This is an optimization exercise on Yosys and OpenROAD, whose aim is a short achievable clock period and few clock cycles, not a production implementation. At most, simulation tests tie the RTL to the original design; equivalence was not proved. For runs 2 and 3, only the layout was checked, not whether the RTL still works. No activity file was given, so power comes from the tool's default toggle rates.

$ cat design/flow/flow/run.sh
#!/bin/bash
set -euo pipefail
MARGIN=${MARGIN:-8.5}
sed "s/SETUP_SLACK_MARGIN=[^ ]*/SETUP_SLACK_MARGIN=${MARGIN}/" standard.sh > standard_margin.sh
grep -q "SETUP_SLACK_MARGIN=${MARGIN}" standard_margin.sh
bash standard_margin.sh > make_flow.log 2>&1
$ cat design/flow/standard.sh
#!/bin/bash
# synth_recipe.tcl (not shown) runs the flow's synth.tcl, then flattens the netlist and writes it again
# the make line also repeats each setting of config.mk as NAME=value (left out here)
make -C /OpenROAD-flow-scripts/flow DESIGN_CONFIG=/design/flow/config.mk WORK_HOME=/design/flow/orfs CLKGATE_MAP_FILE= SYNTH_SCRIPT=/design/flow/synth_recipe.tcl "${@:-finish}"
$ cat design/flow/config.mk
export PLATFORM = sky130hd
export DESIGN_NAME = aaf_compositor
export DESIGN_NICKNAME = aaf_compositor
export VERILOG_FILES = /design/flow/design.v
export SDC_FILE = /design/flow/constraint.sdc
export NUM_CORES = 8
export LEC_CHECK = 0
export ABC_CLOCK_PERIOD_IN_PS = 4000
export CAP_MARGIN = 20
export CORE_MARGIN = 2
export CORE_UTILIZATION = 55
export PLACE_DENSITY = 0.7
export SETUP_SLACK_MARGIN = 5
export SLEW_MARGIN = 20
export SYNTH_MEMORY_MAX_BITS = 8192
$ cat design/flow/constraint.sdc
create_clock -name core_clock -period 12.0 [get_ports {clk}]
set_input_delay 2.4000 -clock core_clock [delete_from_list [all_inputs] [get_ports {clk}]]
set_output_delay 2.4000 -clock core_clock [all_outputs]
set_load 0.01 [all_outputs]
$ cat design/flow/design.v
module aaf_compositor (
    input  wire        clk,
    input  wire        rst,
    input  wire        start,
    input  wire [1:0]  cmd,
    input  wire [1:0]  depth,         
    input  wire        swap,
    input  wire        mirror_en,
    input  wire [7:0]  pal_idx,
    input  wire [15:0] width,
    input  wire [15:0] rows,
    input  wire [15:0] obj_x,         
    input  wire [15:0] blk_y,         
    input  wire [15:0] dest_x,        
    input  wire [15:0] dest_y,        
    input  wire [15:0] dest_stride,
    input  wire [15:0] dest_rows,
    input  wire [15:0] clip_x0,       
    input  wire [15:0] clip_y0,       
    input  wire [15:0] clip_x1,       
    input  wire [15:0] clip_y1,       
    input  wire [15:0] mirror_ofs,    
    input  wire [31:0] pal_addr,
    input  wire [31:0] dbuf_addr,
    input  wire [31:0] dest_addr,
    output wire        ready,
    output reg         done,
    output reg  [3:0]  status,
    output reg  [31:0] r0,
    output reg  [31:0] r1,
    output reg  [31:0] r2,
    output wire        mem_req,
    output wire        mem_we,
    output wire [31:0] mem_addr,
    output wire [31:0] mem_wdata,
    output wire [3:0]  mem_wstrb,
    input  wire [31:0] mem_rdata,
    input  wire        mem_ack
);
    localparam [3:0] ST_OK        = 4'd0;
    localparam [3:0] ST_BAD_PARAM = 4'd12;
    localparam [3:0] ST_BAD_CMD   = 4'd14;
    localparam [1:0] K_F = 2'd0, K_S = 2'd1, K_W = 2'd2, K_R = 2'd3;
    reg        ready_q;       
    reg [5:1]  stp;           
    reg        g_ok;          
    assign ready = ready_q;
    wire accept = ready_q && start;
    reg [1:0]  p_cmd, p_depth;
    reg        p_swap, p_mirror;
    reg [7:0]  p_idx;
    reg [15:0] p_width, p_rows, p_objx, p_blky, p_dx, p_dy, p_stride, p_drows;
    reg [15:0] p_cx0, p_cy0, p_cx1, p_cy1, p_mofs;
    reg [31:0] p_pal, p_dbuf, p_dest;
    reg signed [20:0] p_ux1, p_ux2, p_uy1, p_uy2;
    reg [15:0] p_d_cx0_ox, p_d_dx0_ox, p_d_cx0_dx0, p_d_ox_dx0;
    reg [15:0] p_d_cy0_by1, p_d_dy0_by1, p_d_cy0_dy0, p_d_by1_dy0;
    reg [15:0] p_d_cx1_ox, p_d_ux2_ox, p_d_cy1_by1, p_d_uy2_by1, p_wm1, p_rm1;
    wire isidx = !p_depth[1];
    reg [15:0]  cache_color [0:255];
    reg [255:0] cache_valid;
    reg        q0_v, q0_we, q0_last;
    reg [29:0] q0_addr;
    reg [31:0] q0_wdata;
    reg [3:0]  q0_strb;
    reg [1:0]  q0_kind;
    reg [7:0]  q0_idx;
    reg        q1_v, q1_we, q1_last;
    reg [29:0] q1_addr;
    reg [31:0] q1_wdata;
    reg [3:0]  q1_strb;
    reg [1:0]  q1_kind;
    reg [7:0]  q1_idx;
    assign mem_req   = q0_v;
    assign mem_we    = q0_we;
    assign mem_addr  = {q0_addr, 2'b00};
    assign mem_wdata = q0_wdata;
    assign mem_wstrb = q0_strb;
    wire qspace  = !q1_v;
    wire q0_free = !q0_v || mem_ack;
    reg        cq_v;
    reg [1:0]  cq_kind;
    reg [7:0]  cq_idx;
    reg [31:0] rd_q;
    wire [15:0] rq_color  = {rd_q[23:19], rd_q[15:10], rd_q[7:3]};
    wire [15:0] rq_result = p_swap ? {rq_color[7:0], rq_color[15:8]} : rq_color;
    wire        cq_s      = cq_v && (cq_kind == K_S);
    wire signed [20:0] ox   = {{5{p_objx[15]}}, p_objx};
    wire signed [20:0] by1  = {{5{p_blky[15]}}, p_blky};
    wire signed [20:0] dx0  = {{5{p_dx[15]}},   p_dx};
    wire signed [20:0] dy0  = {{5{p_dy[15]}},   p_dy};
    wire signed [20:0] cx0  = {{5{p_cx0[15]}},  p_cx0};
    wire signed [20:0] cy0  = {{5{p_cy0[15]}},  p_cy0};
    wire signed [20:0] cx1  = {{5{p_cx1[15]}},  p_cx1};
    wire signed [20:0] cy1  = {{5{p_cy1[15]}},  p_cy1};
    wire signed [20:0] mo   = {{5{p_mofs[15]}}, p_mofs};
    wire signed [20:0] wid  = {5'd0, p_width};
    wire signed [20:0] nrw  = {5'd0, p_rows};
    wire signed [20:0] strd = {5'd0, p_stride};
    wire signed [20:0] drw  = {5'd0, p_drows};
    wire xa_ge_b = cx0 >= ox,  xa_ge_c = cx0 >= dx0, xb_ge_c = ox >= dx0;
    wire xselA = xa_ge_b && xa_ge_c;
    wire xselB = !xselA && xb_ge_c;
    wire ya_ge_b = cy0 >= by1, ya_ge_c = cy0 >= dy0, yb_ge_c = by1 >= dy0;
    wire yselA = ya_ge_b && ya_ge_c;
    wire yselB = !yselA && yb_ge_c;
    wire signed [20:0] c1_X1 = xselA ? cx0 : xselB ? ox : dx0;
    wire [15:0] c1_sxa  = xselA ? p_d_cx0_ox  : xselB ? 16'd0 : p_d_dx0_ox;
    wire [15:0] c1_col0 = xselA ? p_d_cx0_dx0 : xselB ? p_d_ox_dx0 : 16'd0;
    wire [15:0] c1_sy0  = yselA ? p_d_cy0_by1 : yselB ? 16'd0 : p_d_dy0_by1;
    wire [15:0] c1_row0 = yselA ? p_d_cy0_dy0 : yselB ? p_d_by1_dy0 : 16'd0;
    wire signed [20:0] ux1 = p_ux1;
    wire signed [20:0] ux2 = p_ux2;
    wire signed [20:0] uy1 = p_uy1;
    wire signed [20:0] uy2 = p_uy2;
    wire xu_ab = cx1 <= ux1, xu_ac = cx1 <= ux2, xu_bc = ux1 <= ux2;
    wire yu_ab = cy1 <= uy1, yu_ac = cy1 <= uy2, yu_bc = uy1 <= uy2;
    wire xuselA = xu_ab && xu_ac;
    wire yuselA = yu_ab && yu_ac;
    wire [15:0] c1_sxb = xuselA ? p_d_cx1_ox  : xu_bc ? p_wm1 : p_d_ux2_ox;
    wire [15:0] c1_syb = yuselA ? p_d_cy1_by1 : yu_bc ? p_rm1 : p_d_uy2_by1;
    wire signed [20:0] c1_X2 = xuselA ? cx1 : xu_bc ? ux1 : ux2;
    wire c1_empty =
        (cx0 > cx1) || (cx0 > ux1) || (cx0 > ux2) ||
        (ox  > cx1) || (p_width == 16'd0) || (ox > ux2) ||
        (dx0 > cx1) || (dx0 > ux1) || (p_stride == 16'd0) ||
        (cy0 > cy1) || (cy0 > uy1) || (cy0 > uy2) ||
        (by1 > cy1) || (p_rows == 16'd0) || (by1 > uy2) ||
        (dy0 > cy1) || (dy0 > uy1) || (p_drows == 16'd0);
    reg signed [20:0] X1, X2, Ssum;
    reg [15:0] sxa, sxb, col0, sy0, syb, row0;
    reg [16:0] bpr;           
    reg  [16:0] c2_byteoff;   
    reg         c2_fast;      
    reg         p_rok;        
    wire [31:0] c2_fa    = p_dbuf + {15'd0, c2_byteoff};
    wire [15:0] c2_dx    = sxb - sxa;
    wire [16:0] c2_nrows = {1'b0, syb - sy0} + 17'd1;
    wire [16:0] c2_npx   = {1'b0, c2_dx} + 17'd1;
    wire [17:0] c2_span  = (p_depth == 2'd0) ? {3'd0, sxb[15:1] - sxa[15:1]} :
                           (p_depth == 2'd1) ? {2'd0, c2_dx} : {1'b0, c2_dx, 1'b1};
    wire [2:0]  c2_x0    = {1'b0, c2_fa[1:0]} + {1'b0, c2_span[1:0]};
    wire [16:0] c2_wc0   = c2_span[17:2] + 17'd1 + {16'd0, c2_x0[2]};
    reg [31:0] fa_base;
    reg [20:0] ppA0, ppA1, ppA2, ppA3;
    reg [19:0] ppB0, ppB1, ppB2, ppB3;
    reg [16:0] n_px, n_rows;
    reg signed [20:0] colm0;
    reg        slow, fast;
    reg [17:0] span;
    reg [16:0] wbase;         
    reg [31:0] prodA, prodB;
    reg [30:0] d2c, d2m;
    reg signed [20:0] klo, khi;
    reg [2:0]  gapc;
    wire [16:0] gap_c = bpr - span[16:0];
    wire [31:0] c4_fa  = fa_base + prodA;
    wire [2:0]  c4_x0  = {1'b0, c4_fa[1:0]} + {1'b0, span[1:0]};
    wire [16:0] c4_wc0 = wbase + {16'd0, c4_x0[2]};
    reg [31:0] fifo [0:7];
    reg [2:0]  fwp, frp;
    reg [3:0]  fcnt;          
    reg [3:0]  f_used;        
    reg [16:0] f_rows;        
    reg [29:0] f_wa;          
    reg [16:0] f_wcnt;        
    reg [1:0]  f_falo;        
    reg [31:0] f_nfa;         
    reg        f_nok;         
    wire        f_want  = (f_rows != 17'd0) && (f_wcnt != 17'd0) && !f_used[3];
    wire        f_advok = (g_ok && f_nok) || (f_rows == 17'd1);
    wire [1:0]  f_lalo  = f_falo + span[1:0];
    wire        f_nsh   = ({1'b0, f_lalo} + gapc) < 3'd4;    
    wire [2:0]  f_nx    = {1'b0, f_nfa[1:0]} + {1'b0, span[1:0]};
    wire [16:0] f_nwc   = wbase + {16'd0, f_nx[2]} - {16'd0, f_nsh};
    reg        x_act;
    reg [16:0] x_rows, x_rem, x_k;
    reg        x_r1, x_r2, n_1, n_2;    
    reg [2:0]  x_pos;
    reg        x_lane, x_rlane, x_first;
    reg [1:0]  x_falo;
    wire [3:0]  ppw    = (p_depth == 2'd0) ? 4'd8 : (p_depth == 2'd1) ? 4'd4 : 4'd2;
    wire [31:0] w_head  = fifo[frp];
    wire [31:0] w_head1 = fifo[frp + 3'd1];
    wire [63:0] xwin   = {w_head1, w_head};
    function [15:0] xpix(input [63:0] win, input [3:0] u, input [1:0] dep);
        reg [7:0] b;
        begin
            if (dep == 2'd0) begin
                b = win[8*u[3:1] +: 8];
                xpix = {12'd0, u[0] ? b[3:0] : b[7:4]};
            end else if (dep == 2'd1)
                xpix = {8'd0, win[8*u[2:0] +: 8]};
            else
                xpix = win[16*u[1:0] +: 16];
        end
    endfunction
    wire        x_cnt2    = !(slow || x_lane || x_r1);
    wire [3:0]  x_pos4    = {1'b0, x_pos};
    wire        x_strad   = x_cnt2 && (x_pos4 == ppw - 4'd1);
    wire        x_have    = x_strad ? (fcnt >= 4'd2) : (fcnt != 4'd0);
    wire [15:0] x_pa      = xpix(xwin, x_pos4, p_depth);
    wire [15:0] x_pb      = xpix(xwin, x_pos4 + 4'd1, p_depth);
    wire [3:0]  x_npos    = x_pos4 + (x_cnt2 ? 4'd2 : 4'd1);
    wire        x_adv     = x_npos >= ppw;
    wire [3:0]  x_pafter  = x_adv ? x_npos - ppw : x_npos;
    wire        x_rowend  = x_cnt2 ? x_r2 : x_r1;
    wire        x_lastrow = (x_rows == 17'd1);
    wire [1:0]  x_lalo    = x_falo + span[1:0];
    wire        x_sh      = ({1'b0, x_lalo} + gapc) < 3'd4;
    wire [1:0]  x_nfalo   = x_falo + bpr[1:0];
    wire [2:0]  x_npos0   = (p_depth == 2'd0) ? {x_nfalo, sxa[0]} :
                            (p_depth == 2'd1) ? {1'b0, x_nfalo} : {2'b0, x_nfalo[1]};
    wire signed [20:0] x_ks  = {4'd0, x_k};
    wire signed [20:0] x_ks1 = {4'd0, x_k} + 21'sd1;
    wire        x_mva     = (x_ks >= klo) && (x_ks <= khi);
    wire        x_mvb     = (x_ks1 >= klo) && (x_ks1 <= khi);
    reg        d_v, d_cnt2, d_first, d_last, d_cl, d_mva, d_mvb;
    reg [15:0] d_a, d_b;
    reg        l_v, l_cnt2, l_first, l_last, l_cl, l_mva, l_mvb;
    reg [15:0] l_a, l_b;
    function [255:0] dec256(input [7:0] ix);
        begin
            dec256 = 256'd0;
            dec256[ix] = 1'b1;
        end
    endfunction
    reg        s_v, s_cnt2, s_first, s_last, s_cl, s_mva, s_mvb, s_ma, s_mb, s_abeq;
    reg [15:0] s_a, s_b;
    reg [29:0] s_pa, s_pb;    
    reg [3:0]  s_issued;      
    reg [3:0]  pc_cnt;        
    wire       s_want = s_v && (s_ma || s_mb);
    wire [7:0] s_ridx = s_ma ? s_a[7:0] : s_b[7:0];
    reg        a_v, a_cnt2, a_first, a_last, a_cl, a_mva, a_mvb;
    reg [15:0] a_a, a_b;
    reg [3:0]  a_tag;
    reg [30:0] w_h, w_m, w_rowh, w_rowm;    
    reg        c_v, c_mv;                   
    reg [15:0] c_col;
    wire [3:0]  a_tagd = pc_cnt - a_tag;
    wire        a_tagok = !a_tagd[3];
    wire        a_fwa  = cq_s && (cq_idx == a_a[7:0]);
    wire        a_fwb  = cq_s && (cq_idx == a_b[7:0]);
    wire [15:0] a_lka = cache_color[a_a[7:0]];
    wire [15:0] a_lkb = cache_color[a_b[7:0]];
    wire [15:0] a_ca   = !isidx ? a_a : a_fwa ? rq_result : a_lka;
    wire [15:0] a_cb   = !isidx ? a_b : a_fwb ? rq_result : a_lkb;
    reg        m_v, m_cl, m_cnt2, m_m1en, m_m2en;
    reg [29:0] m_paddr, m_m1addr, m_m2addr;
    reg [31:0] m_pdata, m_m1data, m_m2data;
    reg [3:0]  m_pstrb, m_m1strb, m_m2strb;
    reg        k_v, k_cl, k_cnt2, k_m1en, k_m2en;
    reg [29:0] k_paddr, k_m1addr, k_m2addr;
    reg [31:0] k_pdata, k_m1data, k_m2data;
    reg [3:0]  k_pstrb, k_m1strb, k_m2strb;
    reg [1:0]  w_ph;
    wire [29:0] w_caddr = (w_ph == 2'd0) ? m_paddr : (w_ph == 2'd1) ? m_m1addr : m_m2addr;
    wire [31:0] w_cdata = (w_ph == 2'd0) ? m_pdata : (w_ph == 2'd1) ? m_m1data : m_m2data;
    wire [3:0]  w_cstrb = (w_ph == 2'd0) ? m_pstrb : (w_ph == 2'd1) ? m_m1strb : m_m2strb;
    wire        w_glast = (w_ph == 2'd0) ? !(m_m1en || m_m2en) : (w_ph == 2'd1) ? !m_m2en : 1'b1;
    wire r_want = stp[1] && p_rok;
    wire z_want = (stp[2] && c2_fast) || (stp[4] && !fast);
    wire [29:0] z_addr = stp[2] ? c2_fa[31:2] : c4_fa[31:2];
    wire zr     = r_want || z_want;
    wire push_s = qspace && s_want;
    wire push_f = qspace && !s_want && f_want;
    wire push_w = qspace && !s_want && !f_want && m_v;
    wire push   = (qspace && zr) || push_s || push_f || push_w;
    reg        n_we, n_last;
    reg [29:0] n_addr;
    reg [31:0] n_wdata;
    reg [3:0]  n_strb;
    reg [1:0]  n_kind;
    always @(*) begin
        n_we    = 1'b0;
        n_last  = 1'b0;
        n_wdata = w_cdata;
        n_strb  = w_cstrb;
        if (r_want) begin
            n_kind = K_R;
            n_addr = p_pal[31:2] + {22'd0, p_idx};
        end else if (z_want) begin
            n_kind = K_F;
            n_addr = z_addr;
        end else if (s_want) begin
            n_kind = K_S;
            n_addr = s_ma ? s_pa : s_pb;
        end else if (f_want) begin
            n_kind = K_F;
            n_addr = f_wa;
        end else begin
            n_kind = K_W;
            n_we   = 1'b1;
            n_addr = w_caddr;
            n_last = m_cl && w_glast;
        end
    end
    wire w_pop  = push_w && w_glast;
    wire a_pass = a_v && a_tagok && !k_v;
    wire a_free = !a_v || a_pass;
    wire s_ma2  = s_ma && !push_s;
    wire s_mb2  = s_mb && !(push_s && (!s_ma || s_abeq));
    wire s_pass = s_v && !s_ma2 && !s_mb2 && a_free;
    wire s_free = !s_v || s_pass;
    wire l_go   = l_v && s_free;
    wire l_free = !l_v || l_go;
    wire d_go   = d_v && l_free;
    wire d_free = !d_v || d_go;
    wire x_go   = x_act && d_free && x_have;
    wire [1:0] x_popn = !x_rowend ? {1'b0, x_adv} :
                       (!x_lastrow && x_sh) ? {1'b0, x_adv} :
                       ({1'b0, x_adv} + {1'b0, (x_pafter != 4'd0)});
    wire [3:0] fcnt_in  = fcnt + {3'd0, cq_v && cq_kind == K_F};
    wire [3:0] fused_in = f_used + {3'd0, push_f || (qspace && z_want)};
    wire l_va = cache_valid[l_a[7:0]];
    wire l_vb = cache_valid[l_b[7:0]];
    wire l_ma = isidx && !l_va && !(push_s && s_ridx == l_a[7:0]);
    wire l_mb = isidx && l_cnt2 && !l_vb && !(push_s && s_ridx == l_b[7:0]);
    wire [30:0] pl_h = a_first ? w_rowh : w_h;
    wire [30:0] pl_m = a_first ? w_rowm : w_m;
    wire        pl_flush = a_last || slow;
    wire [3:0]  pl_pstrb = a_cnt2 ? 4'b1111 : (pl_h[0] ? 4'b1100 : 4'b0011);
    wire [31:0] pl_pdata = a_cnt2 ? {a_cb, a_ca} : {a_ca, a_ca};
    reg  [3:0]  pl_m1strb, pl_m2strb;
    reg  [31:0] pl_m1data, pl_m2data;
    reg         pl_cv, pl_cmv;
    reg  [15:0] pl_ccol;
    always @(*) begin
        pl_m1strb = 4'b0000;
        pl_m2strb = 4'b0000;
        pl_m1data = {a_ca, a_cb};
        pl_m2data = {a_cb, a_cb};
        pl_cv     = 1'b0;
        pl_cmv    = c_mv;
        pl_ccol   = c_col;
        if (p_mirror) begin
            if (pl_m[0]) begin
                if (a_cnt2) begin
                    pl_m1strb = {{2{a_mva}}, {2{a_mvb}}};
                    pl_m1data = {a_ca, a_cb};
                end else if (pl_flush) begin
                    pl_m1strb = {{2{a_mva}}, 2'b00};
                    pl_m1data = {a_ca, a_ca};
                end else begin
                    pl_cv   = 1'b1;
                    pl_cmv  = a_mva;
                    pl_ccol = a_ca;
                end
            end else begin
                pl_m1strb = {{2{c_v && c_mv}}, {2{a_mva}}};
                pl_m1data = {c_col, a_ca};
                if (a_cnt2) begin
                    if (pl_flush) begin
                        pl_m2strb = {{2{a_mvb}}, 2'b00};
                        pl_m2data = {a_cb, a_cb};
                    end else begin
                        pl_cv   = 1'b1;
                        pl_cmv  = a_mvb;
                        pl_ccol = a_cb;
                    end
                end
            end
        end
    end
    wire [29:0] pl_paddr  = pl_h[30:1];
    wire [29:0] pl_m1addr = pl_m[30:1];
    wire [29:0] pl_m2addr = pl_m[30:1] - 30'd1;
    wire        pl_m1en   = |pl_m1strb;
    wire        pl_m2en   = |pl_m2strb;
    wire m_take = !m_v || w_pop;
    always @(posedge clk) begin
        if (rst) begin
            ready_q     <= 1'b1;
            stp         <= 5'd0;
            g_ok        <= 1'b0;
            done        <= 1'b0;
            status      <= ST_OK;
            r0          <= 32'd0;
            r1          <= 32'd0;
            r2          <= 32'd0;
            cache_valid <= 256'd0;
            q0_v        <= 1'b0;
            q1_v        <= 1'b0;
            cq_v        <= 1'b0;
            fwp         <= 3'd0;
            frp         <= 3'd0;
            fcnt        <= 4'd0;
            f_used      <= 4'd0;
            f_rows      <= 17'd0;
            x_act       <= 1'b0;
            l_v         <= 1'b0;
            d_v         <= 1'b0;
            s_v         <= 1'b0;
            s_issued    <= 4'd0;
            pc_cnt      <= 4'd0;
            a_v         <= 1'b0;
            c_v         <= 1'b0;
            m_v         <= 1'b0;
            k_v         <= 1'b0;
        end else begin
            done <= 1'b0;
            stp  <= {stp[4:1], 1'b0};
            if (ready_q) begin
                p_ux1       <= ({{5{obj_x[15]}}, obj_x}) + ({5'd0, width}) - 21'sd1;
                p_ux2       <= ({{5{dest_x[15]}}, dest_x}) + ({5'd0, dest_stride}) - 21'sd1;
                p_uy1       <= ({{5{blk_y[15]}}, blk_y}) + ({5'd0, rows}) - 21'sd1;
                p_uy2       <= ({{5{dest_y[15]}}, dest_y}) + ({5'd0, dest_rows}) - 21'sd1;
                p_d_cx0_ox  <= clip_x0 - obj_x;
                p_d_dx0_ox  <= dest_x - obj_x;
                p_d_cx0_dx0 <= clip_x0 - dest_x;
                p_d_ox_dx0  <= obj_x - dest_x;
                p_d_cy0_by1 <= clip_y0 - blk_y;
                p_d_dy0_by1 <= dest_y - blk_y;
                p_d_cy0_dy0 <= clip_y0 - dest_y;
                p_d_by1_dy0 <= blk_y - dest_y;
                p_d_cx1_ox  <= clip_x1 - obj_x;
                p_d_ux2_ox  <= dest_x + dest_stride - 16'd1 - obj_x;
                p_d_cy1_by1 <= clip_y1 - blk_y;
                p_d_uy2_by1 <= dest_y + dest_rows - 16'd1 - blk_y;
                p_wm1       <= width - 16'd1;
                p_rm1       <= rows - 16'd1;
                p_rok    <= (cmd == 2'd2) && !(depth[1] || (depth == 2'd0 && pal_idx[7:4] != 4'd0));
                p_cmd    <= cmd;
                p_depth  <= depth;
                p_swap   <= swap;
                p_mirror <= mirror_en;
                p_idx    <= pal_idx;
                p_width  <= width;
                p_rows   <= rows;
                p_objx   <= obj_x;
                p_blky   <= blk_y;
                p_dx     <= dest_x;
                p_dy     <= dest_y;
                p_stride <= dest_stride;
                p_drows  <= dest_rows;
                p_cx0    <= clip_x0;
                p_cy0    <= clip_y0;
                p_cx1    <= clip_x1;
                p_cy1    <= clip_y1;
                p_mofs   <= mirror_ofs;
                p_pal    <= pal_addr;
                p_dbuf   <= dbuf_addr;
                p_dest   <= dest_addr;
            end
            if (accept) begin
                r0       <= 32'd0;
                r1       <= 32'd0;
                r2       <= 32'd0;
                status   <= ST_OK;
                ready_q  <= 1'b0;
                g_ok     <= 1'b0;
                stp      <= 5'b00001;
            end
            if (stp[1]) begin
                X1    <= c1_X1;
                X2    <= c1_X2;
                sxa   <= c1_sxa;
                sxb   <= c1_sxb;
                col0  <= c1_col0;
                sy0   <= c1_sy0;
                syb   <= c1_syb;
                row0  <= c1_row0;
                c2_byteoff <= (p_depth == 2'd0) ? {2'b0, c1_sxa[15:1]} :
                              (p_depth == 2'd1) ? {1'b0, c1_sxa} : {c1_sxa, 1'b0};
                c2_fast    <= (c1_sy0 == 16'd0);
                Ssum  <= ox + ox + wid + wid + mo - 21'sd1;
                bpr   <= (p_depth == 2'd0) ? ({1'b0, p_width} + 17'd1) >> 1 :
                         (p_depth == 2'd1) ? {1'b0, p_width} : {p_width, 1'b0};
                case (p_cmd)
                    2'd0: begin
                        if (p_depth == 2'd3) begin
                            status  <= ST_BAD_PARAM;
                            done    <= 1'b1;
                            ready_q <= 1'b1;
                            stp     <= 5'd0;
                        end else if (c1_empty) begin
                            done    <= 1'b1;
                            ready_q <= 1'b1;
                            stp     <= 5'd0;
                        end
                    end
                    2'd1: begin
                        cache_valid <= 256'd0;
                        done        <= 1'b1;
                        ready_q     <= 1'b1;
                        stp         <= 5'd0;
                    end
                    2'd2: begin
                        stp <= 5'd0;
                        if (!r_want) begin
                            status  <= ST_BAD_PARAM;
                            done    <= 1'b1;
                            ready_q <= 1'b1;
                        end
                    end
                    default: begin
                        status  <= ST_BAD_CMD;
                        done    <= 1'b1;
                        ready_q <= 1'b1;
                        stp     <= 5'd0;
                    end
                endcase
            end
            if (stp[2]) begin
                fa_base <= c2_fa;
                n_px    <= c2_npx;
                n_1     <= (c2_dx == 16'd0);
                n_2     <= (c2_dx == 16'd1);
                n_rows  <= c2_nrows;
                span    <= c2_span;
                wbase   <= c2_span[17:2] + 17'd1;
                colm0   <= Ssum - dx0 - X1;
                slow    <= p_mirror && (Ssum <= X2 + X2) && (Ssum >= X1 + X1);
                fast    <= c2_fast;
                ppA0 <= bpr * sy0[3:0];
                ppA1 <= bpr * sy0[7:4];
                ppA2 <= bpr * sy0[11:8];
                ppA3 <= bpr * sy0[15:12];
                ppB0 <= p_stride * row0[3:0];
                ppB1 <= p_stride * row0[7:4];
                ppB2 <= p_stride * row0[11:8];
                ppB3 <= p_stride * row0[15:12];
                x_lane  <= p_dest[1] ^ (row0[0] & p_stride[0]) ^ col0[0];
                x_rlane <= p_dest[1] ^ (row0[0] & p_stride[0]) ^ col0[0];
                if (c2_fast) begin
                    f_rows <= c2_nrows;
                    f_wa   <= c2_fa[31:2] + 30'd1;
                    f_wcnt <= c2_wc0 - 17'd1;
                    f_falo <= c2_fa[1:0];
                    f_nfa  <= c2_fa;
                    f_nok  <= 1'b0;
                    x_act  <= 1'b1;
                    x_rows <= c2_nrows;
                    x_rem  <= c2_npx;
                    x_r1   <= (c2_dx == 16'd0);
                    x_r2   <= (c2_dx == 16'd1);
                    x_k    <= 17'd0;
                    x_pos  <= (p_depth == 2'd0) ? {c2_fa[1:0], sxa[0]} :
                              (p_depth == 2'd1) ? {1'b0, c2_fa[1:0]} : {2'b0, c2_fa[1]};
                    x_first <= 1'b1;
                    x_falo <= c2_fa[1:0];
                end
            end
            if (stp[3]) begin
                prodA <= {11'd0, ppA0} + {7'd0, ppA1, 4'd0} + {3'd0, ppA2, 8'd0} + {ppA3[19:0], 12'd0};
                d2c   <= p_dest[31:1] + {15'd0, col0};
                d2m   <= p_dest[31:1] + {{10{colm0[20]}}, colm0};
                prodB <= {12'd0, ppB0} + {8'd0, ppB1, 4'd0} + {4'd0, ppB2, 8'd0} + {ppB3, 12'd0};
                gapc  <= (gap_c > 17'd4) ? 3'd4 : gap_c[2:0];
                klo   <= colm0 - strd + 21'sd1;
                khi   <= colm0;
                g_ok  <= 1'b1;
            end
            if (stp[4]) begin
                w_rowh <= d2c + prodB[30:0];
                w_rowm <= d2m + prodB[30:0];
                if (!fast) begin
                    f_rows <= n_rows;
                    f_wa   <= c4_fa[31:2] + 30'd1;
                    f_wcnt <= c4_wc0 - 17'd1;
                    f_falo <= c4_fa[1:0];
                    f_nfa  <= c4_fa;
                    f_nok  <= 1'b0;
                    x_act  <= 1'b1;
                    x_rows <= n_rows;
                    x_rem  <= n_px;
                    x_r1   <= n_1;
                    x_r2   <= n_2;
                    x_k    <= 17'd0;
                    x_pos  <= (p_depth == 2'd0) ? {c4_fa[1:0], sxa[0]} :
                              (p_depth == 2'd1) ? {1'b0, c4_fa[1:0]} : {2'b0, c4_fa[1]};
                    x_first <= 1'b1;
                    x_falo <= c4_fa[1:0];
                end
            end
            if (q0_free) begin
                if (q1_v) begin
                    q0_v     <= 1'b1;
                    q0_we    <= q1_we;
                    q0_last  <= q1_last;
                    q0_addr  <= q1_addr;
                    q0_wdata <= q1_wdata;
                    q0_strb  <= q1_strb;
                    q0_kind  <= q1_kind;
                    q0_idx   <= q1_idx;
                    q1_v     <= 1'b0;
                end else begin
                    q0_v     <= push;
                    q0_we    <= n_we;
                    q0_last  <= n_last;
                    q0_addr  <= n_addr;
                    q0_wdata <= n_wdata;
                    q0_strb  <= n_strb;
                    q0_kind  <= n_kind;
                    q0_idx   <= s_ridx;
                end
            end else if (push) begin
                q1_v     <= 1'b1;
                q1_we    <= n_we;
                q1_last  <= n_last;
                q1_addr  <= n_addr;
                q1_wdata <= n_wdata;
                q1_strb  <= n_strb;
                q1_kind  <= n_kind;
                q1_idx   <= s_ridx;
            end
            cq_v    <= q0_v && mem_ack;
            cq_kind <= q0_kind;
            cq_idx  <= q0_idx;
            rd_q    <= mem_rdata;
            if (q0_v && mem_ack && q0_kind == K_S)
                pc_cnt <= pc_cnt + 4'd1;
            if (q0_v && mem_ack && q0_last) begin
                done    <= 1'b1;
                ready_q <= 1'b1;
            end
            if (cq_v && cq_kind == K_R) begin
                r0      <= {16'd0, rq_result};
                done    <= 1'b1;
                ready_q <= 1'b1;
            end
            if (cq_s)
                cache_color[cq_idx] <= rq_result;
            if (cq_v && cq_kind == K_F) begin
                fifo[fwp] <= rd_q;
                fwp       <= fwp + 3'd1;
            end
            frp    <= x_go ? frp + {1'b0, x_popn} : frp;
            fcnt   <= x_go ? fcnt_in - {2'd0, x_popn} : fcnt_in;
            f_used <= x_go ? fused_in - {2'd0, x_popn} : fused_in;
            if (!f_nok && f_rows != 17'd0 && !stp[2] && !stp[4]) begin
                f_nfa <= f_nfa + {15'd0, bpr};
                f_nok <= 1'b1;
            end
            if (f_rows != 17'd0 && f_advok && (f_wcnt == 17'd0 || (push_f && f_wcnt == 17'd1))) begin
                f_rows <= f_rows - 17'd1;
                f_wa   <= f_nfa[31:2] + {29'd0, f_nsh};
                f_wcnt <= f_nwc;
                f_falo <= f_nfa[1:0];
                f_nfa  <= f_nfa + {15'd0, bpr};
            end else if (push_f) begin
                f_wa   <= f_wa + 30'd1;
                f_wcnt <= f_wcnt - 17'd1;
            end
            if (x_go) begin
                d_a     <= x_pa;
                d_b     <= x_pb;
                d_cnt2  <= x_cnt2;
                d_first <= x_first;
                d_last  <= x_rowend;
                d_cl    <= x_rowend && x_lastrow;
                d_mva   <= x_mva;
                d_mvb   <= x_mvb;
                if (!x_rowend) begin
                    x_pos   <= x_pafter[2:0];
                    x_rem   <= x_rem - (x_cnt2 ? 17'd2 : 17'd1);
                    x_r1    <= x_cnt2 ? (x_rem == 17'd3) : (x_rem == 17'd2);
                    x_r2    <= x_cnt2 ? (x_rem == 17'd4) : (x_rem == 17'd3);
                    x_k     <= x_k + (x_cnt2 ? 17'd2 : 17'd1);
                    x_lane  <= x_lane ^ !x_cnt2;
                    x_first <= 1'b0;
                end else begin
                    x_rows  <= x_rows - 17'd1;
                    if (x_lastrow) x_act <= 1'b0;
                    x_pos   <= x_npos0;
                    x_rem   <= n_px;
                    x_r1    <= n_1;
                    x_r2    <= n_2;
                    x_k     <= 17'd0;
                    x_lane  <= x_rlane ^ p_stride[0];
                    x_rlane <= x_rlane ^ p_stride[0];
                    x_first <= 1'b1;
                    x_falo  <= x_nfalo;
                end
            end
            if (x_go)
                d_v <= 1'b1;
            else if (d_go)
                d_v <= 1'b0;
            if (d_go) begin
                l_a     <= d_a;
                l_b     <= d_b;
                l_cnt2  <= d_cnt2;
                l_first <= d_first;
                l_last  <= d_last;
                l_cl    <= d_cl;
                l_mva   <= d_mva;
                l_mvb   <= d_mvb;
            end
            if (d_go)
                l_v <= 1'b1;
            else if (l_go)
                l_v <= 1'b0;
            if (push_s) begin
                cache_valid[s_ridx] <= 1'b1;
                r2 <= r2 + 32'd1;
            end
            s_issued <= s_issued + {3'd0, push_s};
            if (l_go) begin
                s_v     <= 1'b1;
                s_a     <= l_a;
                s_b     <= l_b;
                s_cnt2  <= l_cnt2;
                s_first <= l_first;
                s_last  <= l_last;
                s_cl    <= l_cl;
                s_mva   <= l_mva;
                s_mvb   <= l_mvb;
                s_ma    <= l_ma;
                s_mb    <= l_mb;
                s_abeq  <= (l_a[7:0] == l_b[7:0]);
                s_pa    <= p_pal[31:2] + {22'd0, l_a[7:0]};
                s_pb    <= p_pal[31:2] + {22'd0, l_b[7:0]};
            end else begin
                s_ma <= s_ma2;
                s_mb <= s_mb2;
                if (s_pass)
                    s_v <= 1'b0;
            end
            if (s_pass) begin
                a_v     <= 1'b1;
                a_a     <= s_a;
                a_b     <= s_b;
                a_cnt2  <= s_cnt2;
                a_first <= s_first;
                a_last  <= s_last;
                a_cl    <= s_cl;
                a_mva   <= s_mva;
                a_mvb   <= s_mvb;
                a_tag   <= s_issued + {3'd0, push_s};
            end else if (a_pass)
                a_v <= 1'b0;
            if (a_pass) begin
                w_h   <= pl_h + (a_cnt2 ? 31'd2 : 31'd1);
                w_m   <= pl_m - (a_cnt2 ? 31'd2 : 31'd1);
                c_v   <= pl_cv;
                c_mv  <= pl_cmv;
                c_col <= pl_ccol;
                if (a_first) begin
                    w_rowh <= w_rowh + {15'd0, p_stride};
                    w_rowm <= w_rowm + {15'd0, p_stride};
                end
            end
            if (push_w) begin
                if (w_ph == 2'd0) r0 <= r0 + (m_cnt2 ? 32'd2 : 32'd1);
                else r1 <= r1 + {31'd0, w_cstrb[3]} + {31'd0, w_cstrb[0]};
                if (!w_glast)
                    w_ph <= (w_ph == 2'd0 && m_m1en) ? 2'd1 : 2'd2;
            end
            if (m_take) begin
                w_ph <= 2'd0;
                if (k_v) begin
                    m_v      <= 1'b1;
                    m_cl     <= k_cl;
                    m_cnt2   <= k_cnt2;
                    m_paddr  <= k_paddr;
                    m_pdata  <= k_pdata;
                    m_pstrb  <= k_pstrb;
                    m_m1en   <= k_m1en;
                    m_m1addr <= k_m1addr;
                    m_m1data <= k_m1data;
                    m_m1strb <= k_m1strb;
                    m_m2en   <= k_m2en;
                    m_m2addr <= k_m2addr;
                    m_m2data <= k_m2data;
                    m_m2strb <= k_m2strb;
                    k_v      <= 1'b0;
                end else begin
                    m_v      <= a_pass;
                    m_cl     <= a_cl;
                    m_cnt2   <= a_cnt2;
                    m_paddr  <= pl_paddr;
                    m_pdata  <= pl_pdata;
                    m_pstrb  <= pl_pstrb;
                    m_m1en   <= pl_m1en;
                    m_m1addr <= pl_m1addr;
                    m_m1data <= pl_m1data;
                    m_m1strb <= pl_m1strb;
                    m_m2en   <= pl_m2en;
                    m_m2addr <= pl_m2addr;
                    m_m2data <= pl_m2data;
                    m_m2strb <= pl_m2strb;
                end
            end else if (a_pass) begin
                k_v      <= 1'b1;
                k_cl     <= a_cl;
                k_cnt2   <= a_cnt2;
                k_paddr  <= pl_paddr;
                k_pdata  <= pl_pdata;
                k_pstrb  <= pl_pstrb;
                k_m1en   <= pl_m1en;
                k_m1addr <= pl_m1addr;
                k_m1data <= pl_m1data;
                k_m1strb <= pl_m1strb;
                k_m2en   <= pl_m2en;
                k_m2addr <= pl_m2addr;
                k_m2data <= pl_m2data;
                k_m2strb <= pl_m2strb;
            end
        end
    end
endmodule
==> qor.yml, run 1 <==
floorplanning:
  fp-row-count: 306
  core_area_mm2: 0.694
  initial_utilization_pct: 55.1
  die_h_um: 838
  num_io_pins: 526
  die_w_um: 838
  fp.dieArea_mm2: 0.702
setup_path:
  reg2reg_slack_ns: 6.80
  cp.arrival_ns: 6.16
  rr_worst_depth: 15
  cp.required_ns: 12.96
  critPathKind: "register to register"
  worst_setup_path_end_kind: "register"
  cp-start-kind: "register"
  path_max_fanout: 7
clocking:
  cts.clk_slew.worst_paths_ns: 0.06
  clkLatencyLatePin_ns: 1.25
  cts_buffers: 738
  cts.htree.levels: 6
  cts-hold-fix-buffers: 0
  root_buffer: "clkbuf_16"
  clockBufferDepth: 4
  cts_tree: "yes"
  cts.sinks: 7096
global_route:
  grt_max_degree: 256
  grt.total_usage_pct: 37.7
  gr-total-overflow: 0
  grt_pass1_wl_um: 1890000
  antenna_found_initial: 190
  grt_pass1_vias: 260000
synth:
  syn_area_mm2: 0.383
  yosys.area.top_type_share_pct: 52.3
  synth_ff_type: "edfxtp_1"
  ys_seq_area_share_pct: 54.6
  synth_area_leaders: "edfxtp_1 52%, mux4_2 18%, ha_1 5.4%"
  yosysUniqueCellTypes: 102
  synth_area_leader_cell: "edfxtp_1"
  synth_edf_count: 6664
  syn_avg_cell_area_um2: 14.8
  yosys_register_bits: 7096
  async_flop_share_pct: 0
  syn_inst: 25900
  yosys_warnings: 1
detailed_routing:
  via_count: 270000
  drc: 0
  vias_per_cell: 7.00
  ant_nets: 0
  dr.pass1.iters: 19
  drtIter0Drc: 42600
  routedWlPerCell_um: 36.0
  drt-total-wl_um: 1390000
sta:
  tightest_slew_ns: 1.38
  fmax_mhz: 192
  maxSlewHeadroom_pct: 7.74
  hold_viol: 0
  period_minus_slack_ns: 5.20
  finalClockSkew_ns: 0.101
  fin_crit_sh_pct: 43.3
  finalSetupViolCount: 0
  grt_setup_unrepaired: "true"
  maxSlewViolCount: 0
power_and_ir_drop:
  p_leak_nw: 168
  power-per-cell-area_mw_per_mm2: 128
  peakVddDrop_uv: 148
run:
  cap_violations: 0
finish:
  reg_top3: "cache_color x4096, cache_valid x256, fifo x256"
  fin_cells: 38600
  final_nets: 31100
  fin_area_mm2: 0.470
  syn_to_final_growth_pct: 22.8
  drive_gt1_share_pct: 35.1
  largest_reg_flops: 4096
  top_register: "cache_color"
hold_path:
  min_from: "l_cl$_DFFE_PP_"
  hold_depth: 0
  hold_path.class: "register to register"
run_status:
  status: "complete, no violations"
placed_design:
  dp.cells: 34900
  io_buffer_count: 520
  place_area_mm2: 0.400
  hpwl_um: 828000
  gp_congestion: 0.968
==> layout by cell type (no fill, tap or decap), types with 394 or more instances in the layout <==
cell type  netlist  final
a21oi_1        967    627
buf_4            9   1629
buf_6            2    763
clkbuf_16        0    783
edfxtp_1      6664   6664
ha_1          1640   1440
inv_1         1435   1266
mux4_2        3048   3048
nand2_1       1516   1382
nor2_1        1665   1351
o21ai_0        809    394
xnor2_1        791    665
==> worst max-delay path, stage by stage (launching register included) <==
cell	delay (ns)
dfxtp_4	0.37
buf_16	0.22
buf_12	0.17
buf_16	0.17
buf_12	0.12
buf_16	0.13
buf_12	0.11
mux4_2	0.47
mux4_2	0.55
mux4_2	0.77
mux4_2	0.70
mux2i_1	0.26
nor2_1	0.12
a21oi_4	0.33
o21ai_2	0.13
mux2_2	0.30
==> logic make-up (layout without fill, tap and decap cells) <==
| kind of cell | count (synthesis) | in the layout | synth area share [%] |
|---|---|---|---|
| AO/OA/AOI/OAI | 3784 | 3785 | 6.36 |
| XOR/XNOR | 1151 | 1151 | 2.64 |
| adder cells (fa/ha/maj) | 2040 | 2040 | 7.46 |
| buffers and inverters | 2825 | 6252 | 2.83 |
| flip-flops | 7096 | 7096 | 54.6 |
| multiplexers | 3697 | 3698 | 19.7 |
| other | 1 | 101 | 0.000980 |
| AND/OR/NAND/NOR | 5256 | 5268 | 6.40 |
==> power breakdown <==
| part | total [mW] | switching (mW) | leakage (nW) | internal [mW] |
|---|---|---|---|---|
| registers | 28.3 | 0.400 | 64.2 | 27.9 |
| clock network | 23.5 | 10.4 | 11.7 | 13.1 |
| logic | 8.18 | 4.76 | 91.6 | 3.43 |
| total | 60.0 | 15.5 | 168 | 44.4 |
==> cells in the mapped netlist, types with 102 or more instances <==
cell type	n
xnor2_1	791
buf_1	236
mux2i_1	324
and3_1	180
nor2b_1	228
dfxtp_1	432
inv_1	1435
nand3_1	355
a22oi_1	268
and2_1	274
a21oi_1	967
clkbuf_1	999
nand2_1	1516
o21a_1	200
buf_2	127
a21boi_0	105
mux4_2	3048
edfxtp_1	6664
nand4_1	221
mux2_2	325
fa_1	400
o21ai_0	809
ha_1	1640
a21o_1	343
nor2_1	1665
nor4_1	102
nand2b_1	180
a211oi_1	211
xor2_1	360
nor3_1	262
==> metrics by stage <==
| step | worst slack [ns] | power, mW | utilization (%) | TNS, ns | hold slack, ns |
|---|---|---|---|---|---|
| floorplan | -0.180 | 32.2 | - | -110.21 | 0.400 |
| global placement | 4.62 | 34.2 | 57.7 | 0 | 0.401 |
| detailed placement | 4.66 | 34.3 | 57.7 | 0 | 0.405 |
| CTS | 6.98 | 58.6 | 65.8 | 0 | 0.411 |
| global route | 6.80 | 61.3 | 67.7 | 0 | 0.408 |
| finish | 6.80 | 60.0 | 67.7 | 0 | 0.405 |
==> what timing repair did <==
item                       in CTS  in global routing
setup endpoints to repair    7240               4726
gates cloned                  219                 48
buffers inserted             1400                594
gates resized for setup      4953               1611
pin swaps                    1225               1023
==> final timing paths <==
kind / endpoint
worst max-delay path: m_pdata[22]$_DFFE_PP_
worst min-delay path: s_cl$_DFFE_PP_
worst max register to register: m_pdata[22]$_DFFE_PP_
worst min register to register: s_cl$_DFFE_PP_
==> routing by layer <==
layer  track usage (%)  part of all wire (%)  up-vias
met5                 0                  0.13        -
met4              20.4                   7.1      118
met3              14.6                    16     4552
met2              54.3                    43    22000
met1              49.6                    34   136000
li1                  -                     -   107000
==> cell type report <==
class / count / area [µm²]
fill: 44600 / 224000
antenna: 99 / 248
timing repair buffer: 3432 / 39700
tap: 9240 / 11600
inverter: 1450 / 5810
clock inverter: 448 / 4640
clock buffer: 919 / 19500
timing repair inverter: 3 / 26.3
sequential: 7096 / 209000
multi-input combinational: 15900 / 179000
Testbench counts, summed over its fixed seeds: cycles 48,730.
==> run 2: changes to the inputs <==
--- a/design/flow/design.v
+++ b/design/flow/design.v
@@ -221,2 +221,3 @@
     reg [15:0] l_a, l_b;
+    reg [255:0] l_oha, l_ohb;
     function [255:0] dec256(input [7:0] ix);
@@ -244,4 +245,13 @@
     wire        a_fwb  = cq_s && (cq_idx == a_b[7:0]);
-    wire [15:0] a_lka = cache_color[a_a[7:0]];
-    wire [15:0] a_lkb = cache_color[a_b[7:0]];
+    reg  [255:0] a_oha, a_ohb;
+    reg  [15:0] a_lka, a_lkb;
+    integer j;
+    always @(*) begin
+        a_lka = 16'd0;
+        a_lkb = 16'd0;
+        for (j = 0; j < 256; j = j + 1) begin
+            a_lka = a_lka | ({16{a_oha[j]}} & cache_color[j]);
+            a_lkb = a_lkb | ({16{a_ohb[j]}} & cache_color[j]);
+        end
+    end
     wire [15:0] a_ca   = !isidx ? a_a : a_fwa ? rq_result : a_lka;
@@ -315,4 +325,4 @@
     wire [3:0] fused_in = f_used + {3'd0, push_f || (qspace && z_want)};
-    wire l_va = cache_valid[l_a[7:0]];
-    wire l_vb = cache_valid[l_b[7:0]];
+    wire l_va = |(l_oha & cache_valid);
+    wire l_vb = |(l_ohb & cache_valid);
     wire l_ma = isidx && !l_va && !(push_s && s_ridx == l_a[7:0]);
@@ -683,2 +693,4 @@
                 l_b     <= d_b;
+                l_oha   <= dec256(d_a[7:0]);
+                l_ohb   <= dec256(d_b[7:0]);
                 l_cnt2  <= d_cnt2;
@@ -724,2 +736,4 @@
                 a_b     <= s_b;
+                a_oha   <= dec256(s_a[7:0]);
+                a_ohb   <= dec256(s_b[7:0]);
                 a_cnt2  <= s_cnt2;
--- a/design/flow/config.mk
+++ b/design/flow/config.mk
@@ -10,4 +10,4 @@
 export CORE_MARGIN = 2
-export CORE_UTILIZATION = 55
-export PLACE_DENSITY = 0.7
+export CORE_UTILIZATION = 30
+export PLACE_DENSITY = 0.5
 export SETUP_SLACK_MARGIN = 5
==> run 2 against run 1 <==
  * The run now fails in global routing (5_1_grt)
  * Area after synthesis is 4.5% higher
  * Synthesized cell count is 21% higher
==> qor.yml, run 2 <==
run_status:
  status: "did not finish"  # was complete, no violations
  haltStage: "global routing (5_1_grt)"
  error: "[ERROR GRT-0116] Global routing finished with congestion. Check the congestion regions in the DRC Viewer."
synth:
  yosysUniqueCellTypes: 126  # was 102
  synth_common_cells: "7688 x edfxtp_1, 2821 x nor2_1, 1992 x a221oi_1"  # was 6664 x edfxtp_1, 3048 x mux4_2, 1665 x nor2_1
  syn_avg_cell_area_um2: 12.8  # was 14.8 µm²
  yosys_register_bits: 8104  # was 7096
  yosys_warnings: 1  # unchanged
  synth_area_leaders: "edfxtp_1 58%, ha_1 5.2%, a221oi_1 4.4%"  # was edfxtp_1 52%, mux4_2 18%, ha_1 5.4%
  synth_area_leader_cell: "edfxtp_1"  # unchanged
  ys_seq_area_share_pct: 59.8  # was 54.6%
  syn_inst: 31200  # was 25.9k
  async_flop_share_pct: 0  # unchanged
  yosysMostFrequentCell: "edfxtp_1"  # unchanged
  synth_ff_type: "edfxtp_1"  # unchanged
  syn_area_mm2: 0.400  # was 0.383 mm²
  synth_edf_count: 7688  # was 6664
  yosys.area.top_type_share_pct: 57.8  # was 52.3%
global_route:
  gr-total-overflow: 328
  grt_pass1_wl_um: 5530000
  grt.total_usage_pct: 66.5
  grt_max_degree: 168
  grt_pass1_vias: 386000
placed_design:
  dp.cells: 49900  # was 34.9k
  gp_congestion: 1.32  # was 0.968
  hpwl_um: 2970000  # was 828000 µm
  io_buffer_count: 520  # unchanged
floorplanning:
  die_w_um: 1160  # was 838 µm
  fp-row-count: 424  # was 306
  die_h_um: 1160  # was 838 µm
  num_io_pins: 526  # unchanged
  initial_utilization_pct: 30.0  # was 55.1%
clocking:
  cts.sinks: 8104  # was 7096
  cts-hold-fix-buffers: 0  # unchanged
  cts_buffers: 971  # was 738
  cts.htree.levels: 6  # unchanged
  root_buffer: "clkbuf_16"  # unchanged
  clockBufferDepth: 5  # was 4
run 2: power groups by stage:
stage,clock network [mW],registers [mW],logic (mW)
after detailed placement,0,32.7,6.03
after floorplan,0,32.6,3.59
after global placement,0,32.7,6.06
after CTS,32.1,32.1,7.72
run 2: stage by stage:
stage                     utilization, %  instance area, µm²  power, mW  hold slack, ns  worst slack [ns]
after floorplan                        -              400000       36.2           0.400            -0.317
after global placement              33.2              442000       38.8           0.402              4.40
after CTS                           39.2              521000       71.9           0.416              7.29
after detailed placement            33.3              443000       38.7           0.405              4.50
run 2: layer usage:
metal | overflow | global-route usage (%)
met4 | 87 | 54.7
met2 | 120 | 75.6
met1 | 50 | 71.4
met3 | 68 | 56.9
met5 | 3 | 45.9
run 2: kinds of logic after synthesis:
kind of cell	Yosys count	synth area share [%]
compound gates	8197	15.6
xor+xnor	1125	2.48
fa+ha+maj	2056	7.19
buf+inv	3436	3.24
flops	8104	59.8
mux	894	2.88
other cells	1	0.000938
simple gates	7390	8.75
run 2: worst min-delay path by stage:
stage / start / end / slack [ns] / depth (start not counted)
after detailed placement: s_b[11]$_DFFE_PP_ / a_b[11]$_DFFE_PP_ / 0.40 / 0
after CTS: l_b[8]$_DFFE_PP_ / s_b[8]$_DFFE_PP_ / 0.42 / 0
after global placement: d_last$_DFFE_PP_ / l_last$_DFFE_PP_ / 0.40 / 0
after floorplan: s_a[10]$_DFFE_PP_ / a_a[10]$_DFFE_PP_ / 0.40 / 0
run 2: timing repair:
action	4_1_cts
gates cloned	72
pin swaps	1588
endpoints found under the setup margin	9404
buffers inserted	1863
gates resized for setup	7278
==> run 3: changes to the inputs <==
--- a/design/flow/config.mk
+++ b/design/flow/config.mk
@@ -10,4 +10,4 @@
 export CORE_MARGIN = 2
-export CORE_UTILIZATION = 30
-export PLACE_DENSITY = 0.5
+export CORE_UTILIZATION = 40
+export PLACE_DENSITY = 0.55
 export SETUP_SLACK_MARGIN = 5
==> run 3 against run 2 <==
  * The run again fails in global routing (5_1_grt)
  * Synthesized cell count did not move
  * Area after synthesis unchanged
==> qor.yml, run 3 <==
run_status:
  status: "did not finish"  # unchanged
  haltStage: "global routing (5_1_grt)"  # unchanged
  error: "[ERROR GRT-0116] Global routing finished with congestion. Check the congestion regions in the DRC Viewer."  # unchanged
clocking:
  cts.sinks: 8104  # unchanged
  cts-hold-fix-buffers: 0  # unchanged
  cts.htree.levels: 6  # unchanged
  root_buffer: "clkbuf_16"  # unchanged
  clockBufferDepth: 5  # unchanged
  cts_buffers: 916  # was 971
floorplanning:
  initial_utilization_pct: 40.1  # was 30.0%
  die_w_um: 1000  # was 1160 µm
  num_io_pins: 526  # unchanged
  die_h_um: 1000  # was 1160 µm
  fp-row-count: 367  # was 424
synth:
  syn_inst: 31200  # unchanged
  yosysUniqueCellTypes: 126  # unchanged
  synth_area_leader_cell: "edfxtp_1"  # unchanged
  yosysMostFrequentCell: "edfxtp_1"  # unchanged
  async_flop_share_pct: 0  # unchanged
  ys_seq_area_share_pct: 59.8  # unchanged
  yosys_register_bits: 8104  # unchanged
  syn_area_mm2: 0.400  # unchanged
  synth_common_cells: "7688 x edfxtp_1, 2821 x nor2_1, 1992 x a221oi_1"  # unchanged
  synth_ff_type: "edfxtp_1"  # unchanged
  yosys.area.top_type_share_pct: 57.8  # unchanged
  syn_avg_cell_area_um2: 12.8  # unchanged
  yosys_warnings: 1  # unchanged
  synth_edf_count: 7688  # unchanged
  synth_area_leaders: "edfxtp_1 58%, ha_1 5.2%, a221oi_1 4.4%"  # unchanged
placed_design:
  io_buffer_count: 520  # unchanged
  dp.cells: 45500  # was 49.9k
  hpwl_um: 2880000  # was 2970000 µm
  gp_congestion: 1.48  # was 1.32
global_route:
  grt_pass1_wl_um: 5910000
  grt_max_degree: 209
  grt.total_usage_pct: 89.6
  grt_pass1_vias: 449000
  gr-total-overflow: 25000
[run 3: power groups by stage]
stage	logic, mW	registers (mW)	clock network (mW)
CTS	7.85	32.1	29.3
detailed placement	6.00	32.8	0
global placement	5.98	32.8	0
floorplan	3.59	32.6	0
[run 3: worst max path at each step]
stage | slack (ns) | endpoint | cells past startpoint | from
after floorplan | -0.32 | p_blky[0]$_DFFE_PP_ | 4 | rst
after global placement | 3.97 | p_d_ux2_ox[15]$_DFFE_PP_ | 18 | obj_x[0]
after detailed placement | 4.15 | p_d_ux2_ox[15]$_DFFE_PP_ | 18 | obj_x[0]
after CTS | 6.91 | m_pdata[24]$_DFFE_PP_ | 12 | a_oha[60]$_DFFE_PP_
[run 3: per-layer routing]
metal,overflow,track usage (%)
met3,4020,84.4
met4,4829,83.7
met1,4513,90.1
met2,11300,97.6
met5,414,69.7
[run 3: cell families after synthesis]
logic type	Yosys count	synth area share (%)
compound gates	8197	15.6
xor+xnor	1125	2.48
fa+ha+maj	2056	7.19
buf+inv	3436	3.24
flops	8104	59.8
mux	894	2.88
other cells	1	0.000938
simple gates	7390	8.75
[run 3: per-stage QoR]
step	area [µm²]	setup TNS (ns)	power [mW]	worst slack (ns)
floorplan	400000	-194.63	36.2	-0.317
global placement	436000	0	38.7	3.97
detailed placement	437000	0	38.8	4.15
CTS	505000	0	69.3	6.91
[run 3: repair_timing]
action	4_1_cts
cloned	74
endpoints found under the setup margin	10300
setup buffers	1815
gates resized for setup	6101
pin swaps	1432

-- static timing again, ports no longer ideal --
How much do the figures lean on ideal ports? The routed layout below was timed once more, with nothing changed but the port constraints. Step 1: set_driving_cell puts a clkbuf_16 on clk and a buf_2 on each other input, an assumption about the parent block. Step 2, shift: input delay + t, output delay - t, t = (earliest + latest rising clock arrival at the registers) / 2. This alone moves slack from input paths to output paths. Three values: ideal, step 1, step 2; two values: the first two.
run: run 1
shift t [ns]: 1.315
slack for setup (ns): 6.803 / 6.803 / 6.091
worst setup path after step 2: input to register
After both steps run 1 still meets setup and hold. The setup slack of run 1 moves by 0.000 ns with the drivers and by -0.712 ns with both steps.
